From an optimization exercise on the open Yosys and OpenROAD flow, aimed at small area; shortcuts taken in it are not production practice.
The RTL was checked by simulation tests, not by an equivalence proof against the original design.
Power is estimated from default activity; no workload was simulated.

==> flow/design.v <==
`default_nettype none
module termostato_sig (
    input  wire        clk,
    input  wire        rst,         
    input  wire        cmd_valid,   
    input  wire [31:0] cmd,
    output wire        cmd_ready,   
    output wire        rsp_valid,   
    output wire [31:0] rsp,
    output reg         led_dout,
    output reg         servo_out
);
    reg [15:0] pw;         
    reg [4:0]  ft;         
    reg [15:0] sec;        
    reg [1:0]  frm;        
    reg        tick_en;    
    reg [1:0]  tph;        
    reg        tpend;      
    reg        tovr;       
    reg        gapv;       
    reg        ill;        
    reg [23:0] frame;      
    reg [5:0]  pk;         
    reg [4:0]  pd;         
    wire busy = !pk[5] && !(pk[4] && pk[3]);         
    wire sat  = (pk == 6'd24) && (pd == 5'd0);       
    wire z23 = (cmd[23:0] == 24'h0);
    wire is_nop   = (cmd[31:24] == 8'h00) && z23;
    wire is_send  = (cmd[31:24] == 8'h10);
    wire is_wrpw  = (cmd[31:16] == 16'h2000);
    wire is_wrctl = (cmd[31:24] == 8'h30) && (cmd[23:1] == 23'h0);
    wire is_rd    = (cmd[31:28] == 4'h4) && z23 && (cmd[27:24] <= 4'd4);
    assign cmd_ready = !busy && !rst;
    wire   accept    = cmd_valid && cmd_ready;
    wire       tick_ev   = tick_en && (tph == 2'd3);
    wire       svc       = tpend && !busy;
    wire       ft_wrap   = (ft == 5'd19);
    wire [4:0] ft_p2     = svc ? (ft_wrap ? 5'd0 : ft + 5'd1) : ft;
    wire       sec_step  = svc && ft_wrap && frm[1];
    wire [15:0] sec_p2   = sec + {15'd0, sec_step};
    wire       tpend_p2  = tpend && !svc;
    wire       tpend_p3  = tpend_p2 || tick_ev;
    wire       tovr_p3   = tovr || (tick_ev && tpend_p2);
    wire [3:0] sel = cmd[27:24];
    assign rsp_valid = accept && is_rd;
    assign rsp[31:16] = 16'd0;
    assign rsp[15:0] = !rsp_valid ? 16'd0 :
        sel[2]               ? sec_p2 :
        (sel[1:0] == 2'd0)   ? {12'd0, ill, gapv, tovr_p3, tpend_p3} :
        (sel[1:0] == 2'd1)   ? {11'd0, ft_p2} :
        (sel[1:0] == 2'd2)   ? pw :
                               {15'd0, tick_en};
    wire do_send  = accept && is_send;
    wire do_wrpw  = accept && is_wrpw;
    wire do_wrctl = accept && is_wrctl;
    wire do_ill   = accept && !(is_nop || is_send || is_wrpw || is_wrctl || is_rd);
    wire pd_zero = (pd == 5'd0);
    wire [5:0] pk_dec = pd_zero ? pk - 6'd1 : pk;
    wire [4:0] pd_dec = pd_zero ? 5'd19 : pd - 5'd1;
    wire lvl = pd_zero ? (pk != 6'd0)
                       : ((pd >= 5'd15) || ((pd >= 5'd8) && frame[pk[4:0]]));
    always @(posedge clk) begin
        if (do_send)
            frame <= {cmd[15:8], cmd[23:16], cmd[7:0]};
        tph <= tick_en ? tph + 2'd1 : 2'd0;
        if (rst) begin
            pw        <= 16'd0;
            ft        <= 5'd0;
            sec       <= 16'd0;
            frm       <= 2'd0;
            tick_en   <= 1'b0;
            tpend     <= 1'b0;
            tovr      <= 1'b0;
            gapv      <= 1'b0;
            ill       <= 1'b0;
            pk        <= 6'd24;
            pd        <= 5'd0;
            led_dout  <= 1'b0;
            servo_out <= 1'b0;
        end else begin
            ft  <= ft_p2;
            sec <= sec_p2;
            if (svc) begin
                servo_out <= (pw[15:5] != 11'd0) || (ft_p2 <= pw[4:0]);
                if (ft_wrap)
                    frm <= frm[1] ? 2'd0 : frm + 2'd1;
            end
            tpend <= tpend_p3;
            tovr  <= tovr_p3;
            if (do_wrpw)
                pw <= cmd[15:0];
            if (do_wrctl) begin
                tick_en <= cmd[0];
                if (!cmd[0])
                    tpend <= 1'b0;
            end
            if (do_ill)
                ill <= 1'b1;
            if (do_send) begin
                if (!sat)
                    gapv <= 1'b1;
                pk       <= 6'd23;
                pd       <= 5'd19;
                led_dout <= 1'b1;
            end else begin
                if (!sat) begin
                    pk <= pk_dec;
                    pd <= pd_dec;
                end
                led_dout <= busy && lvl;
            end
        end
    end
endmodule
`default_nettype wire
==> flow/config.mk <==
export PLATFORM = sky130hd
export DESIGN_NAME = termostato_sig
export DESIGN_NICKNAME = termostato_sig
export VERILOG_FILES = /design/flow/design.v
export SDC_FILE = /design/flow/constraint.sdc
export NUM_CORES = 4
export LEC_CHECK = 0
export CAP_MARGIN = 20
export CORE_MARGIN = 2
export CORE_UTILIZATION = 40
export SLEW_MARGIN = 20
==> flow/constraint.sdc <==
create_clock -name core_clock -period 10.0 [get_ports {clk}]
set_input_delay 2.0000 -clock core_clock [delete_from_list [all_inputs] [get_ports {clk}]]
set_output_delay 2.0000 -clock core_clock [all_outputs]
set_load 0.01 [all_outputs]
standard.sh (not shown) runs the stock make flow with config.mk's settings and CLKGATE_MAP_FILE= SYNTH_SCRIPT=/design/flow/synth_recipe.tcl, a recipe that flattens the netlist after the stock synthesis.
==> flow/flow/run.sh <==
#!/bin/bash
# The standard layout, with three changes:
#  - after the standard synthesis, the combinational logic is remapped with
#    a few area-oriented ABC scripts (flow/reopt.tcl); each result is proved
#    equivalent to the standard netlist (flow/check.tcl) and the smallest
#    proven one is kept; the registers are untouched;
#  - ports are buffered with sky130_fd_sc_hd__buf_1 instead of clkdlybuf4s50_1;
#  - constant outputs share one tie cell, and CTS inserts no dummy loads.
set -euo pipefail
W=$(pwd)
R=$W/orfs/results/$FLOW_PLATFORM/termostato_sig/base
export BUFFER_PORTS_ARGS="-buffer_cell sky130_fd_sc_hd__buf_1"
export SKIP_REPAIR_TIE_FANOUT=1
export CTS_ARGS="-sink_clustering_enable -repair_clock_nets -dont_use_dummy_load -buf_list {sky130_fd_sc_hd__clkbuf_16} -root_buf sky130_fd_sc_hd__clkbuf_16 -sink_clustering_size 21"

bash standard.sh $R/1_2_yosys.v > synth.log 2>&1
cp $R/1_2_yosys.v $W/1_2_yosys_standard.v

export REOPT_LIB=$FLOW_HOME/platforms/sky130hd/lib/sky130_fd_sc_hd__tt_025C_1v80.lib
export REOPT_IN=$W/1_2_yosys_standard.v REOPT_TOP=$FLOW_TOP
R2="balance;rewrite;refactor;balance;rewrite;rewrite -z;balance;refactor -z;rewrite -z;balance"
SCRIPTS=(
  "+strash;dc2;$R2;dch -f;amap;topo"
  "+strash;dc2;$R2;dch -f;amap;strash;dch -f;amap;topo"
  "+strash;ifraig;dc2;$R2;dch -f;amap;topo"
  "+strash;dc2;$R2;dc2;$R2;dch -f;amap;topo"
  "+strash;dch -f;amap;topo"
  "+strash;dc2;$R2;&get -n;&dch -f;&nf -p -R 1000;&put;topo"
)
best=""; best_area=""
for i in "${!SCRIPTS[@]}"; do
  out=$W/1_2_yosys_reopt_$i.v
  REOPT_OUT=$out REOPT_SCRIPT="${SCRIPTS[$i]}" yosys -c $W/flow/reopt.tcl > reopt_$i.log 2>&1 || continue
  a=$(grep "Chip area for top module" reopt_$i.log | tail -1 | awk '{print $NF}')
  if REOPT_OUT=$out yosys -c $W/flow/check.tcl > check_$i.log 2>&1; then ok=proven; else ok=failed; fi
  echo "script $i: area $a, equivalence $ok" >> reopt_choice.log
  [[ $ok == proven && -n "$a" ]] || continue
  if [[ -z "$best_area" ]] || awk "BEGIN{exit !($a < $best_area)}"; then
    best=$i; best_area=$a
  fi
done
if [[ -n "$best" ]]; then
  echo "chosen: script $best, area $best_area" >> reopt_choice.log
  cp $W/1_2_yosys_reopt_$best.v $R/1_2_yosys.v
else
  echo "chosen: the standard netlist" >> reopt_choice.log
fi
bash standard.sh > standard.log 2>&1
Other scripts of this flow, unchanged in this note and not shown: flow/flow/check.tcl, flow/flow/reopt.tcl
Change:
--- a/flow/flow/run.sh
+++ b/flow/flow/run.sh
@@ -13,3 +13,3 @@
 export SKIP_REPAIR_TIE_FANOUT=1
-export CTS_ARGS="-sink_clustering_enable -repair_clock_nets -dont_use_dummy_load -buf_list {sky130_fd_sc_hd__clkbuf_16} -root_buf sky130_fd_sc_hd__clkbuf_16 -sink_clustering_size 21"
+export CTS_ARGS="-sink_clustering_enable -repair_clock_nets -dont_use_dummy_load -buf_list {sky130_fd_sc_hd__clkbuf_4} -root_buf sky130_fd_sc_hd__clkbuf_8 -sink_clustering_size 8 -sink_clustering_max_diameter 40"
 
Effect:
- count of clock-buffer cells in the layout stays the same
- worst setup slack improves by 0.017 ns
- cell area shrinks by 2.5%
- first-iteration DRC count grows by 0.89%
- cell count stays the same
Change:
--- a/flow/flow/run.sh
+++ b/flow/flow/run.sh
@@ -3,3 +3,3 @@
 #  - after the standard synthesis, the combinational logic is remapped with
-#    a few area-oriented ABC scripts (flow/reopt.tcl); each result is proved
+#    several area-oriented ABC scripts (flow/reopt.tcl); each result is proved
 #    equivalent to the standard netlist (flow/check.tcl) and the smallest
@@ -13,3 +13,3 @@
 export SKIP_REPAIR_TIE_FANOUT=1
-export CTS_ARGS="-sink_clustering_enable -repair_clock_nets -dont_use_dummy_load -buf_list {sky130_fd_sc_hd__clkbuf_4} -root_buf sky130_fd_sc_hd__clkbuf_8 -sink_clustering_size 8 -sink_clustering_max_diameter 40"
+export CTS_ARGS="-sink_clustering_enable -repair_clock_nets -dont_use_dummy_load"
 
@@ -28,10 +28,25 @@
   "+strash;dc2;$R2;&get -n;&dch -f;&nf -p -R 1000;&put;topo"
+  "+strash;&get -n;&deepsyn -T 30 -S 1;&put;dch -f;amap;topo"
+  "+strash;&get -n;&deepsyn -T 30 -S 2;&put;dch -f;amap;topo"
+  "+strash;&get -n;&deepsyn -T 30 -S 3;&put;&get -n;&dch -f;&nf -p -R 1000;&put;topo"
+  "+strash;&get -n;&deepsyn -T 30 -S 5;&put;&get -n;&dch -f;&nf -p -R 1000;&put;topo"
 )
+# remap and prove each candidate, up to NUM_CORES at a time
+candidate() {
+  local i=$1 out=$W/1_2_yosys_reopt_$1.v
+  REOPT_OUT=$out REOPT_SCRIPT="${SCRIPTS[$i]}" yosys -c $W/flow/reopt.tcl > reopt_$i.log 2>&1 || return 0
+  if REOPT_OUT=$out yosys -c $W/flow/check.tcl > check_$i.log 2>&1; then
+    echo proven > result_$i.txt
+  fi
+}
+for i in "${!SCRIPTS[@]}"; do
+  candidate $i &
+  while (( $(jobs -rp | wc -l) >= ${NUM_CORES:-4} )); do sleep 1; done
+done
+wait
 best=""; best_area=""
 for i in "${!SCRIPTS[@]}"; do
-  out=$W/1_2_yosys_reopt_$i.v
-  REOPT_OUT=$out REOPT_SCRIPT="${SCRIPTS[$i]}" yosys -c $W/flow/reopt.tcl > reopt_$i.log 2>&1 || continue
-  a=$(grep "Chip area for top module" reopt_$i.log | tail -1 | awk '{print $NF}')
-  if REOPT_OUT=$out yosys -c $W/flow/check.tcl > check_$i.log 2>&1; then ok=proven; else ok=failed; fi
-  echo "script $i: area $a, equivalence $ok" >> reopt_choice.log
+  a=$(grep "Chip area for top module" reopt_$i.log 2>/dev/null | tail -1 | awk '{print $NF}')
+  ok=failed; [[ -f result_$i.txt ]] && ok=proven
+  echo "script $i: area ${a:-none}, equivalence $ok" >> reopt_choice.log
   [[ $ok == proven && -n "$a" ]] || continue
Outcome: The new run went through all stages and came out clean; core utilization drops by 0.57 points; final area went down by 2.7%; die area came out lower by 3.1%.
Change:
--- a/flow/flow/run.sh
+++ b/flow/flow/run.sh
@@ -3,3 +3,3 @@
 #  - after the standard synthesis, the combinational logic is remapped with
-#    several area-oriented ABC scripts (flow/reopt.tcl); each result is proved
+#    a few area-oriented ABC scripts (flow/reopt.tcl); each result is proved
 #    equivalent to the standard netlist (flow/check.tcl) and the smallest
@@ -28,25 +28,10 @@
   "+strash;dc2;$R2;&get -n;&dch -f;&nf -p -R 1000;&put;topo"
-  "+strash;&get -n;&deepsyn -T 30 -S 1;&put;dch -f;amap;topo"
-  "+strash;&get -n;&deepsyn -T 30 -S 2;&put;dch -f;amap;topo"
-  "+strash;&get -n;&deepsyn -T 30 -S 3;&put;&get -n;&dch -f;&nf -p -R 1000;&put;topo"
-  "+strash;&get -n;&deepsyn -T 30 -S 5;&put;&get -n;&dch -f;&nf -p -R 1000;&put;topo"
 )
-# remap and prove each candidate, up to NUM_CORES at a time
-candidate() {
-  local i=$1 out=$W/1_2_yosys_reopt_$1.v
-  REOPT_OUT=$out REOPT_SCRIPT="${SCRIPTS[$i]}" yosys -c $W/flow/reopt.tcl > reopt_$i.log 2>&1 || return 0
-  if REOPT_OUT=$out yosys -c $W/flow/check.tcl > check_$i.log 2>&1; then
-    echo proven > result_$i.txt
-  fi
-}
-for i in "${!SCRIPTS[@]}"; do
-  candidate $i &
-  while (( $(jobs -rp | wc -l) >= ${NUM_CORES:-4} )); do sleep 1; done
-done
-wait
 best=""; best_area=""
 for i in "${!SCRIPTS[@]}"; do
-  a=$(grep "Chip area for top module" reopt_$i.log 2>/dev/null | tail -1 | awk '{print $NF}')
-  ok=failed; [[ -f result_$i.txt ]] && ok=proven
-  echo "script $i: area ${a:-none}, equivalence $ok" >> reopt_choice.log
+  out=$W/1_2_yosys_reopt_$i.v
+  REOPT_OUT=$out REOPT_SCRIPT="${SCRIPTS[$i]}" yosys -c $W/flow/reopt.tcl > reopt_$i.log 2>&1 || continue
+  a=$(grep "Chip area for top module" reopt_$i.log | tail -1 | awk '{print $NF}')
+  if REOPT_OUT=$out yosys -c $W/flow/check.tcl > check_$i.log 2>&1; then ok=proven; else ok=failed; fi
+  echo "script $i: area $a, equivalence $ok" >> reopt_choice.log
   [[ $ok == proven && -n "$a" ]] || continue
Outcome: Via count goes up by about a fifth; power goes up by a few percent; synthesized cell count goes up by about a fifth; design area goes up by a few percent; worst hold slack degrades by 0.012 ns; setup slack degrades by 0.26 ns; global-route usage goes up by 1.8 points; clock skew goes down by 0.0037 ns; combinational power goes up by about a fifth; cell count goes up by roughly a tenth.

[separate check: timing with driven ports]
How much do the figures lean on ideal ports? The routed layouts below were timed once more, with nothing changed but the port constraints. Step 1 assumes that a clkbuf_16 drives the clock port and a buf_2 every other input. Step 2 times the ports against the registers' clock, not the clock port: input delays grow and output delays shrink by t, the midpoint of the rising clock arrivals with the driver on. a / b / c = ideal / step 1 / step 2; a / b = the first two.
| run | t (ns) | setup WS [ns] | worst setup path after step 2 |
|---|---|---|---|
| the first run | 0.365 | 2.949 / 2.929 / 2.929 | input to output |
| the second run | 0.376 | 2.966 / 2.946 / 2.946 | input to output |
| the third run | 0.363 | 3.226 / 3.197 / 3.280 | input to output |
| the fourth run | 0.376 | 2.966 / 2.946 / 2.946 | input to output |
After both steps every run listed still meets setup and hold.
